This is an optimization exercise on Yosys and OpenROAD, whose aim is small area, a short achievable clock period and few clock cycles per item, not a production implementation.
In this exercise RTL edits were held to simulation tests only and were not proved equivalent to the original.
Power and IR drop assume default switching activity.

==> design.v <==
module amk_core (
    input  wire        clk,
    input  wire        rst,          
    input  wire        south_hist,   
    input  wire        in_valid,
    output wire        in_ready,
    input  wire [31:0] cmd,
    input  wire [31:0] opa,
    input  wire [31:0] opb,
    input  wire [31:0] opc,
    input  wire [31:0] opd,
    output reg         done,
    output reg  [31:0] res0,
    output reg  [31:0] res1,
    output reg  [31:0] res2,
    output reg  [31:0] res3,
    output reg  [11:0] pulse_a,
    output reg  [11:0] pulse_b,
    output reg  [1:0]  status,       
    output reg         pw_valid,
    output reg  [3:0]  pw_ch,
    output reg  [11:0] pw_off
);
    localparam signed [31:0] ONE  = 32'sh0001_0000;
    localparam signed [31:0] MONE = -32'sh0001_0000;
    localparam [2:0] S_IDLE   = 3'd0,
                     S_EXEC   = 3'd1,
                     S_SCALE  = 3'd2,
                     S_MSETUP = 3'd3,
                     S_DIV    = 3'd4,
                     S_EMIT2  = 3'd5;
    reg [2:0] state;
    assign in_ready = (state == S_IDLE);
    reg [31:0] cmd_r, opa_r, opb_r, opc_r, opd_r;
    reg [31:0] pv [0:3];
    reg        pv_r;
    reg [11:0] cal_maxb [0:15];
    reg [11:0] cal_minb [0:15];
    reg [11:0] cal_stop [0:15];
    reg [11:0] cal_minf [0:15];
    reg [11:0] cal_maxf [0:15];
    wire is_nop      = (cmd_r == 32'h0000_0000);
    wire is_pvnew    = ((cmd_r & 32'hFFFF_FFFE) == 32'h0100_0000);
    wire is_pvset    = (cmd_r == 32'h0200_0000);
    wire is_pvscale  = (cmd_r == 32'h0300_0000);
    wire is_pvvalues = (cmd_r == 32'h0400_0000);
    wire is_move     = ((cmd_r & 32'hFFFF_FFC0) == 32'h1000_0000) && (cmd_r[5:4] != 2'b11);
    wire is_mecanum  = ((cmd_r & 32'hFFFF_FFFE) == 32'h1100_0000);
    wire is_encdc    = ((cmd_r & 32'hFFFF_F000) == 32'h2000_0000);
    wire is_encang   = ((cmd_r & 32'hFFFF_E0F0) == 32'h2100_0000);
    wire is_enccrs   = ((cmd_r & 32'hFFF0_F0F0) == 32'h2200_0000);
    wire is_calwr    = ((cmd_r & 32'hFFF0_FFFF) == 32'h3000_0000);
    wire is_calrd    = ((cmd_r & 32'hFFF0_FFFF) == 32'h3100_0000);
    wire [3:0] f_move = cmd_r[3:0];
    wire [1:0] f_lay  = cmd_r[5:4];
    wire       f_emit = cmd_r[11];
    wire       f_src  = cmd_r[10];
    wire [1:0] f_lane = cmd_r[9:8];
    wire [3:0] f_cha  = cmd_r[3:0];
    wire [3:0] f_chb  = cmd_r[7:4];
    wire       f_angl = cmd_r[12];
    wire [3:0] f_slot = cmd_r[19:16];
    function [31:0] clamp32;
        input signed [31:0] x;
        input signed [31:0] lo;
        input signed [31:0] hi;
        begin
            if (x < lo)      clamp32 = lo;
            else if (x > hi) clamp32 = hi;
            else             clamp32 = x;
        end
    endfunction
    wire signed [31:0] lo_cur = pv_r ? 32'sd0 : MONE;
    wire signed [31:0] srcval = f_src ? pv[f_lane] : opa_r;
    wire signed [31:0] src_c = clamp32(srcval, MONE, ONE);
    wire               src_neg = src_c[31];
    wire signed [31:0] src_mag = src_neg ? -src_c : src_c;    
    reg [7:0] mv_vec;    
    reg       mv_unsup;
    always @(*) begin
        mv_vec   = 8'b00_00_00_00;
        mv_unsup = 1'b0;
        if (f_lay == 2'd2) begin
            case (f_move)
                4'd0:  mv_vec = {2'b00, 2'b00, 2'b00, 2'b00};
                4'd1:  mv_vec = {2'b01, 2'b01, 2'b01, 2'b01};
                4'd2:  mv_vec = {2'b01, 2'b00, 2'b01, 2'b00};
                4'd3:  mv_vec = {2'b01, 2'b11, 2'b01, 2'b11};
                4'd4:  mv_vec = {2'b00, 2'b11, 2'b00, 2'b11};
                4'd5:  mv_vec = south_hist ? {2'b00, 2'b11, 2'b11, 2'b00}
                                           : {2'b11, 2'b11, 2'b11, 2'b11};
                4'd6:  mv_vec = {2'b00, 2'b11, 2'b11, 2'b00};
                4'd7:  mv_vec = {2'b11, 2'b01, 2'b11, 2'b01};
                4'd8:  mv_vec = {2'b00, 2'b01, 2'b00, 2'b01};
                4'd9:  mv_vec = {2'b11, 2'b11, 2'b01, 2'b01};
                4'd10: mv_vec = {2'b01, 2'b01, 2'b11, 2'b11};
                default: mv_unsup = 1'b1;
            endcase
        end else begin
            case (f_move)
                4'd0:  mv_vec[3:0] = {2'b00, 2'b00};
                4'd1:  mv_vec[3:0] = {2'b01, 2'b01};
                4'd5:  mv_vec[3:0] = {2'b11, 2'b11};
                4'd9:  mv_vec[3:0] = {2'b01, 2'b11};
                4'd10: mv_vec[3:0] = {2'b11, 2'b01};
                default: mv_unsup = 1'b1;
            endcase
            if (f_lay == 2'd1)
                mv_vec[7:4] = mv_vec[3:0];
        end
    end
    function [31:0] unit_word;
        input [1:0] code;
        begin
            case (code)
                2'b01:   unit_word = 32'h0001_0000;
                2'b11:   unit_word = 32'hFFFF_0000;
                default: unit_word = 32'h0000_0000;
            endcase
        end
    endfunction
    reg  signed [31:0] mul_a;
    reg  signed [17:0] mul_b;
    wire signed [49:0] mul_p = mul_a * mul_b;
    reg [1:0] lane;
    wire [11:0] c_maxb = cal_maxb[f_slot];
    wire [11:0] c_minb = cal_minb[f_slot];
    wire [11:0] c_stop = cal_stop[f_slot];
    wire [11:0] c_minf = cal_minf[f_slot];
    wire [11:0] c_maxf = cal_maxf[f_slot];
    always @(*) begin
        mul_a = 32'sd0;
        mul_b = 18'sd0;
        if (state == S_SCALE) begin
            mul_a = opa_r;
            mul_b = pv[lane][17:0];
        end else if (is_encdc) begin
            mul_a = 32'sd4095;
            mul_b = src_mag[17:0];
        end else if (is_enccrs) begin
            mul_a = src_neg ? ($signed({20'd0, c_maxb}) - $signed({20'd0, c_minb}))
                            : ($signed({20'd0, c_maxf}) - $signed({20'd0, c_minf}));
            mul_b = src_mag[17:0];
        end
    end
    wire signed [49:0] scl_rnd = (mul_p + 50'sd32768) >>> 16;
    wire signed [31:0] scl_res = (scl_rnd < $signed({{18{lo_cur[31]}}, lo_cur})) ? lo_cur :
                                 (scl_rnd > 50'sd65536) ? ONE : scl_rnd[31:0];
    wire [11:0] dc_mag = mul_p[27:0] + 28'd32768 >> 16;
    wire signed [49:0] crs_off = (mul_p + 50'sd32768) >>> 16;
    wire [11:0] crs_base = src_neg ? c_minb : c_minf;
    wire [11:0] crs_cnt  = (src_c == 32'sd0) ? c_stop : (crs_base + crs_off[11:0]);
    wire signed [31:0] ang_lim = f_angl ? 32'sd8847360 : 32'sd5898240;
    wire signed [31:0] ang_d   = clamp32(srcval, -ang_lim, ang_lim);
    wire signed [31:0] ang_num = ang_d + 32'sd3948160;
    wire signed [31:0] mk_lim = cmd_r[0] ? 32'sd6553600 : 32'sd65536;
    wire signed [31:0] mk_a_w = clamp32(opa_r, -mk_lim, mk_lim);
    wire signed [31:0] mk_b_w = clamp32(opb_r, -mk_lim, mk_lim);
    wire signed [31:0] mk_c_w = clamp32(opc_r, -mk_lim, mk_lim);
    reg signed [24:0] mk_a, mk_b, mk_c;
    reg        [25:0] mk_r;
    wire [31:0] abs_a = mk_a_w[31] ? -mk_a_w : mk_a_w;
    wire [31:0] abs_b = mk_b_w[31] ? -mk_b_w : mk_b_w;
    wire [31:0] abs_c = mk_c_w[31] ? -mk_c_w : mk_c_w;
    wire [31:0] mk_r_w = abs_a + abs_b + abs_c;
    reg signed [26:0] mk_n;
    always @(*) begin
        case (lane)
            2'd0: mk_n = mk_a + mk_b + mk_c;
            2'd1: mk_n = mk_a - mk_b - mk_c;
            2'd2: mk_n = mk_a - mk_b + mk_c;
            default: mk_n = mk_a + mk_b - mk_c;
        endcase
    end
    wire [26:0] mk_np = mk_n + $signed({1'b0, mk_r});
    wire [43:0] mk_x  = {mk_np[25:0], 17'd0} + {18'd0, mk_r};
    wire [26:0] mk_y  = {mk_r, 1'b0};
    reg [43:0] dv_rem;
    reg [43:0] dv_den;      
    reg [17:0] dv_q;
    reg [4:0]  dv_cnt;
    wire        dv_ge   = (dv_rem >= dv_den);
    wire [17:0] dv_qn   = {dv_q[16:0], dv_ge};
    wire [17:0] mk_lane = dv_qn - 18'd65536;    
    integer i;
    always @(posedge clk) begin
        if (rst) begin
            state    <= S_IDLE;
            done     <= 1'b0;
            pw_valid <= 1'b0;
            pw_ch    <= 4'd0;
            pw_off   <= 12'd0;
            res0     <= 32'd0;
            res1     <= 32'd0;
            res2     <= 32'd0;
            res3     <= 32'd0;
            pulse_a  <= 12'd0;
            pulse_b  <= 12'd0;
            status   <= 2'b00;
            pv_r     <= 1'b0;
            lane     <= 2'd0;
            cmd_r    <= 32'd0;
            opa_r    <= 32'd0;
            opb_r    <= 32'd0;
            opc_r    <= 32'd0;
            opd_r    <= 32'd0;
            mk_a     <= 25'sd0;
            mk_b     <= 25'sd0;
            mk_c     <= 25'sd0;
            mk_r     <= 26'd0;
            dv_rem   <= 44'd0;
            dv_den   <= 44'd0;
            dv_q     <= 18'd0;
            dv_cnt   <= 5'd0;
            for (i = 0; i < 4; i = i + 1)
                pv[i] <= 32'd0;
            for (i = 0; i < 16; i = i + 1) begin
                cal_maxb[i] <= 12'd85;
                cal_minb[i] <= 12'd285;
                cal_stop[i] <= 12'd310;
                cal_minf[i] <= 12'd335;
                cal_maxf[i] <= 12'd535;
            end
        end else begin
            done     <= 1'b0;
            pw_valid <= 1'b0;
            case (state)
            S_IDLE: begin
                if (in_valid) begin
                    cmd_r <= cmd;
                    opa_r <= opa;
                    opb_r <= opb;
                    opc_r <= opc;
                    opd_r <= opd;
                    state <= S_EXEC;
                end
            end
            S_EXEC: begin
                state  <= S_IDLE;
                done   <= 1'b1;
                status <= 2'b00;
                if (is_pvscale || (is_mecanum && mk_r_w != 32'd0) ||
                    (is_encang && !ang_num[31]) || (is_encdc && f_emit))
                    status <= status;
                if (is_nop) begin
                end else if (is_pvnew) begin
                    pv[0] <= clamp32(opa_r, cmd_r[0] ? 32'sd0 : MONE, ONE);
                    pv[1] <= clamp32(opb_r, cmd_r[0] ? 32'sd0 : MONE, ONE);
                    pv[2] <= clamp32(opc_r, cmd_r[0] ? 32'sd0 : MONE, ONE);
                    pv[3] <= clamp32(opd_r, cmd_r[0] ? 32'sd0 : MONE, ONE);
                    pv_r  <= cmd_r[0];
                end else if (is_pvset) begin
                    pv[0] <= clamp32(opa_r, lo_cur, ONE);
                    pv[1] <= clamp32(opb_r, lo_cur, ONE);
                    pv[2] <= clamp32(opc_r, lo_cur, ONE);
                    pv[3] <= clamp32(opd_r, lo_cur, ONE);
                end else if (is_pvscale) begin
                    lane  <= 2'd0;
                    state <= S_SCALE;
                    done  <= 1'b0;
                end else if (is_pvvalues) begin
                    res0 <= pv[0];
                    res1 <= pv[1];
                    res2 <= pv[2];
                    res3 <= pv[3];
                end else if (is_move) begin
                    pv[0]  <= unit_word(mv_vec[1:0]);
                    pv[1]  <= unit_word(mv_vec[3:2]);
                    pv[2]  <= unit_word(mv_vec[5:4]);
                    pv[3]  <= unit_word(mv_vec[7:6]);
                    pv_r   <= 1'b0;
                    status <= {1'b0, mv_unsup};
                end else if (is_mecanum) begin
                    mk_a <= mk_a_w[24:0];
                    mk_b <= mk_b_w[24:0];
                    mk_c <= mk_c_w[24:0];
                    mk_r <= mk_r_w[25:0];
                    pv_r <= 1'b0;
                    if (mk_r_w == 32'd0) begin
                        for (i = 0; i < 4; i = i + 1)
                            pv[i] <= 32'd0;
                    end else begin
                        lane  <= 2'd0;
                        state <= S_MSETUP;
                        done  <= 1'b0;
                    end
                end else if (is_encdc) begin
                    if (f_emit) begin
                        pw_valid <= 1'b1;
                        pw_ch    <= f_cha;
                        pw_off   <= (src_c > 32'sd0) ? dc_mag : 12'd0;
                        state    <= S_EMIT2;
                        done     <= 1'b0;
                    end else begin
                        pulse_a <= (src_c > 32'sd0) ? dc_mag : 12'd0;
                        pulse_b <= src_neg ? dc_mag : 12'd0;
                    end
                end else if (is_encang) begin
                    if (ang_num[31]) begin
                        pulse_a <= 12'd0;
                        pulse_b <= 12'd0;
                        if (f_emit) begin
                            pw_valid <= 1'b1;
                            pw_ch    <= f_cha;
                            pw_off   <= 12'd0;
                        end
                    end else begin
                        dv_rem <= {12'd0, ang_num};
                        dv_den <= {27'd32000, 17'd0};
                        dv_q   <= 18'd0;
                        dv_cnt <= 5'd0;
                        state  <= S_DIV;
                        done   <= 1'b0;
                    end
                end else if (is_enccrs) begin
                    pulse_a <= crs_cnt;
                    pulse_b <= 12'd0;
                    if (f_emit) begin
                        pw_valid <= 1'b1;
                        pw_ch    <= f_cha;
                        pw_off   <= crs_cnt;
                    end
                end else if (is_calwr) begin
                    cal_maxb[f_slot] <= opa_r[11:0];
                    cal_minb[f_slot] <= opa_r[27:16];
                    cal_stop[f_slot] <= opb_r[11:0];
                    cal_minf[f_slot] <= opb_r[27:16];
                    cal_maxf[f_slot] <= opc_r[11:0];
                end else if (is_calrd) begin
                    res0 <= {4'd0, c_minb, 4'd0, c_maxb};
                    res1 <= {4'd0, c_minf, 4'd0, c_stop};
                    res2 <= {20'd0, c_maxf};
                    res3 <= 32'd0;
                end else begin
                    status <= 2'b10;
                end
            end
            S_SCALE: begin
                pv[lane] <= scl_res;
                lane     <= lane + 2'd1;
                if (lane == 2'd3) begin
                    status <= 2'b00;
                    done   <= 1'b1;
                    state  <= S_IDLE;
                end
            end
            S_MSETUP: begin
                dv_rem <= mk_x;
                dv_den <= {mk_y, 17'd0};
                dv_q   <= 18'd0;
                dv_cnt <= 5'd0;
                state  <= S_DIV;
            end
            S_DIV: begin
                if (dv_ge)
                    dv_rem <= dv_rem - dv_den;
                dv_den <= dv_den >> 1;
                dv_q   <= dv_qn;
                dv_cnt <= dv_cnt + 5'd1;
                if (dv_cnt == 5'd17) begin
                    if (is_encang) begin
                        pulse_a <= dv_qn[11:0];
                        pulse_b <= 12'd0;
                        status  <= 2'b00;
                        if (f_emit) begin
                            pw_valid <= 1'b1;
                            pw_ch    <= f_cha;
                            pw_off   <= dv_qn[11:0];
                        end
                        done  <= 1'b1;
                        state <= S_IDLE;
                    end else begin
                        pv[lane] <= {{14{mk_lane[17]}}, mk_lane};
                        lane     <= lane + 2'd1;
                        if (lane == 2'd3) begin
                            status <= 2'b00;
                            done   <= 1'b1;
                            state  <= S_IDLE;
                        end else begin
                            state <= S_MSETUP;
                        end
                    end
                end
            end
            S_EMIT2: begin
                pulse_a  <= (src_c > 32'sd0) ? dc_mag : 12'd0;
                pulse_b  <= src_neg ? dc_mag : 12'd0;
                status   <= 2'b00;
                pw_valid <= 1'b1;
                pw_ch    <= f_chb;
                pw_off   <= src_neg ? dc_mag : 12'd0;
                done     <= 1'b1;
                state    <= S_IDLE;
            end
            default: state <= S_IDLE;
            endcase
        end
    end
endmodule
==> run.sh <==
#!/bin/bash
# synth_recipe.tcl (not shown) runs the flow's synth.tcl, then flattens the netlist and writes it again
# the make line also repeats each setting of config.mk as NAME=value (left out here)
make -C /OpenROAD-flow-scripts/flow DESIGN_CONFIG=/design/flow/config.mk WORK_HOME=/design/flow/orfs CLKGATE_MAP_FILE= SYNTH_SCRIPT=/design/flow/synth_recipe.tcl finish
==> config.mk <==
export PLATFORM = sky130hd
export DESIGN_NAME = amk_core
export DESIGN_NICKNAME = amk_core
export VERILOG_FILES = /design/flow/design.v
export SDC_FILE = /design/flow/constraint.sdc
export NUM_CORES = 4
export LEC_CHECK = 0
export CAP_MARGIN = 20
export CORE_MARGIN = 2
export CORE_UTILIZATION = 40
export PLACE_DENSITY = 0.6
export SLEW_MARGIN = 20
==> constraint.sdc <==
create_clock -name core_clock -period 18.0 [get_ports {clk}]
set_input_delay 3.6000 -clock core_clock [delete_from_list [all_inputs] [get_ports {clk}]]
set_output_delay 3.6000 -clock core_clock [all_outputs]
set_load 0.01 [all_outputs]
==> impl_metrics.toml <==
[logic_synthesis]
synth-main-ff-cell = "edfxtp_1"
yosysUniqueCellTypes = 100
synth_area_mm2 = 0.114
synth_edf_count = 1088
ys_seq_elements = 1645
syn_avg_cell_area_um2 = 9.99
synth-seq-area-share_pct = 38.3
async_reset_ff_share_pct = 0
synth_cells = 11500
yosysWarningCount = 1

[floorplanning]
start_util_pct = 40.2
fp.dieH_um = 539
rows = 196
die_area_mm2 = 0.290
io_pins = 337
die_w_um = 539
coreArea_mm2 = 0.285

[route]
detail-route-antenna-nets = 0
avgViaCountPerCell = 6.14
wire_per_inst_um = 30.6
drc = 0
drtPass1Iterations = 10
num_vias = 94800
drtIter0Drc = 12800
drt-total-wl_mm = 472

[power]
pwr-share-comb_pct = 13.7
power_frac_clock_pct = 42.4
power.leakage_nw = 48.5
p_int_w = 0.00687
p_seq_share_pct = 43.8
power_density_mw_per_mm2 = 74.4
switching_share_pct = 28.3
ir_worst_vdd_uv = 81.3
p_switching_w = 0.00271

[clocking]
post_cts_buffers = 0
clock-sinks = 1645
path_clk_slew_ns = 0.07
cts_tree = "yes"
cts_root_buf = "clkbuf_16"
clock_latency_ns = 0.95
cts.path.max_buffers = 4
ctsHoldBuffers = 0
cts_max_level = 4
numCtsBuffers = 189
cts_resized = 0

[sta]
hold_ws_ns = 0.455
rsz0062_at_grt = "false"
timing.slew.headroom_pct = 17.3
fmax_ghz = 0.0594
fin_tns_setup_ns = 0
min_period_ns = 16.83
finClkSkew_ns = 0.102
finalHoldViolCount = 0
max_slew.worst_pin.slew_ns = 1.24
report.final.setup_viol = 0
drv_slew = 0
min_period_over_period_pct = 93.5

[placed_design]
place_hpwl_mm = 342
port_buffers = 336
place_congestion = 1.04

[critical_path]
worstSetupPathType = "reg -> reg"
critPathLaunchType = "flip-flop"
worstPathArrival_ns = 17.47
rrSetupSlack_ns = 1.17
critPathMaxStageDelay_ns = 0.82
rr_endpoint = "pv[1][3]"
path_max_fanout = 26
path_buf_inv = 7
slowest_stage = "a2111oi_0"
cp-end-kind = "flip-flop"
crit_family = "compound AO/OA/AOI/OAI gates"
cp.required_ns = 18.64
reg2regPathDepth = 61

[final_layout]
final_common_cell = "nand2_1"
drive_above_1_share_pct = 9.98
areaGrowthSynthToFinish_pct = 12.6
final_nets = 12800
mostFrequentLayoutCells = "nand2_1 (1436), edfxtp_1 (1088), inv_1 (814)"

[global_routing]
grt_pass1_wl_mm = 671
grt_pass1_vias = 92300
grt_max_degree = 170
gr-total-overflow = 0
grt_antenna_before_repair = 24
track_usage_pct = 31.8

[min_path]
hold_path.class = "reg -> reg"
hold_path_depth = 2
hold_end = "opa_r[26]"
min-delay-start = "opa_r[26]"

[outcome]
status = "no timing/DRC/antenna violations"

[job]
maxCapViolCount = 0
-- per-layer routing --
metal | wire length [um] | global-route usage (%) | vias to the layer above | share of wire, %
li1 | - | - | 40300 | -
met2 | 202000 | 47.3 | 5707 | 43
met4 | 36700 | 20.3 | 6 | 7.8
met5 | 38 | 0 | - | 0.0080
met1 | 181000 | 41.7 | 47700 | 38
met3 | 53200 | 7.36 | 1144 | 11
-- cell usage after synthesis, types with 20 or more instances --
cell	count	share of area (%)
o21bai_1	65	0.43
buf_1	52	0.17
a221o_1	37	0.32
dfxtp_1	557	9.7
and2_1	547	3.0
mux2i_1	147	1.3
o31ai_1	45	0.30
nor2_1	778	2.6
a31oi_1	61	0.33
o22ai_1	23	0.13
o211ai_1	39	0.26
nor4_1	80	0.44
nor2b_1	114	0.62
a311oi_1	27	0.21
nand2b_1	158	0.86
fa_1	594	10
mux4_2	339	6.7
a22oi_1	117	0.77
nor3_1	237	1.0
or3_1	282	1.5
o21ai_0	299	1.3
nand3_1	170	0.74
o21ai_1	21	0.092
ha_1	535	5.9
edfxtp_1	1088	29
and3_1	37	0.20
a21boi_0	28	0.18
a211oi_1	143	0.94
o21a_1	139	0.91
a22o_1	37	0.28
xor2_1	99	0.76
inv_1	814	2.7
or2_2	38	0.21
xnor2_1	242	1.9
clkbuf_1	751	2.5
nand2_1	1443	4.7
nand4_1	54	0.30
o221ai_1	28	0.21
mux2_2	20	0.20
a221oi_1	28	0.21
a21o_1	139	0.91
or4_1	27	0.18
a21oi_1	711	3.1
-- power groups by stage --
stage / Sequential, W / Clock [W] / Combinational (W)
after detailed placement: 0.00427 / 0 / 0.00126
after CTS: 0.00419 / 0.00408 / 0.00126
after floorplan: 0.00421 / 0 / 0.000748
after global routing: 0.00419 / 0.00422 / 0.00137
final: 0.00420 / 0.00406 / 0.00132
after global placement: 0.00427 / 0 / 0.00125
-- cell type report --
class / instances / area [um^2]
flip-flops and latches: 1645 / 43900
diodes: 11 / 27.5
inverters: 830 / 3120
repair buffers: 669 / 5950
clock buffers: 245 / 5230
fillers: 26500 / 156000
well taps: 3762 / 4710
multi-input cells: 8180 / 64800
clock inverters: 93 / 1110
-- state kept, by name, summed over array words and instances, names as in the netlist, 25 cells and up, named ones only --
name / cells
cal_maxb: 192
cal_maxf: 192
cal_minb: 192
cal_minf: 192
cal_stop: 192
cmd_r: 32
dv_den: 44
dv_rem: 44
mk_a: 25
mk_b: 25
mk_c: 25
mk_r: 26
opa_r: 32
opb_r: 32
opc_r: 32
opd_r: 32
pv: 128
res0: 32
res1: 32
res2: 32
res3: 32
-- cell families (layout without fill, tap and decap cells) --
kind of cell,after synthesis,after routing,share of synthesized area (%)
AO/OA/AOI/OAI,2146,2146,12.3
adder cells (fa/ha/maj),1129,1129,16.2
flip-flops,1645,1645,38.3
buffers and inverters,1649,1837,5.44
multiplexers,506,506,8.16
XOR/XNOR,341,341,2.61
AND/OR/NAND/NOR,4037,4037,17.0
other,1,32,0.00328
-- metrics by stage --
stage / utilization [%] / instance area, um^2 / cells / worst slack (ns) / total power (W)
floorplan: - / 114000 / 11500 / 2.38 / 0.00496
global placement: 43.0 / 122000 / 15100 / 1.62 / 0.00552
detailed placement: 43.0 / 122000 / 15100 / 1.45 / 0.00553
CTS: 45.2 / 129000 / 15400 / 1.34 / 0.00954
global route: 45.2 / 129000 / 15400 / 0.164 / 0.00978
finish: 45.2 / 129000 / 15400 / 1.17 / 0.00957
-- worst max-delay path by stage --
stage	slack, ns	to	cells past startpoint
2_1_floorplan	2.38	pv[3][21]	68
3_3_place_gp	1.62	pv[1][15]	58
3_5_place_dp	1.45	pv[0][7]	60
5_1_grt	0.16	pv[1][3]	61
6_report	1.17	pv[1][3]	61
4_1_cts	1.34	pv[0][7]	60
-- worst register-to-register path: cells and delay by family (launching register included) --
kind            cells  cell delay (ns)
compound gates     29             6.35
fa+ha+maj           9             4.20
simple gates       13             2.13
buf+inv             7             1.46
mux                 2             1.11
flops               1             0.70
xor+xnor            1             0.61
Testbench counts, summed over its fixed seeds: cycles 30,594, cmds 2,560.

static timing again, ports no longer ideal:
In the flow no input, the clock included, has a driving cell. The finished layout below was timed again as built, in two steps. Step 1 (the two cells are an assumption about what drives the block):
set clk [get_ports {clk}]
set_driving_cell -lib_cell sky130_fd_sc_hd__clkbuf_16 $clk
set_driving_cell -lib_cell sky130_fd_sc_hd__buf_2 [delete_from_list [all_inputs] $clk]
Step 2 adds t to the input delays and takes it off the output delays; t is the mean of the earliest and latest rising clock arrival at the registers after step 1. Input paths then give back, and output paths get back, about the clock's delay inside the block. Three values: ideal, step 1, step 2; two values: the first two.
t, ns: 0.997
slack for setup (ns): 1.167 / 1.167 / 1.167
worst register clock-pin slew, ns: 0.07 / 0.07
pins driven straight from the clock port: 1
After both steps setup and hold are still met in this run. For this run, drivers alone change the setup slack by 0.000 ns; drivers and shift together by 0.000 ns.
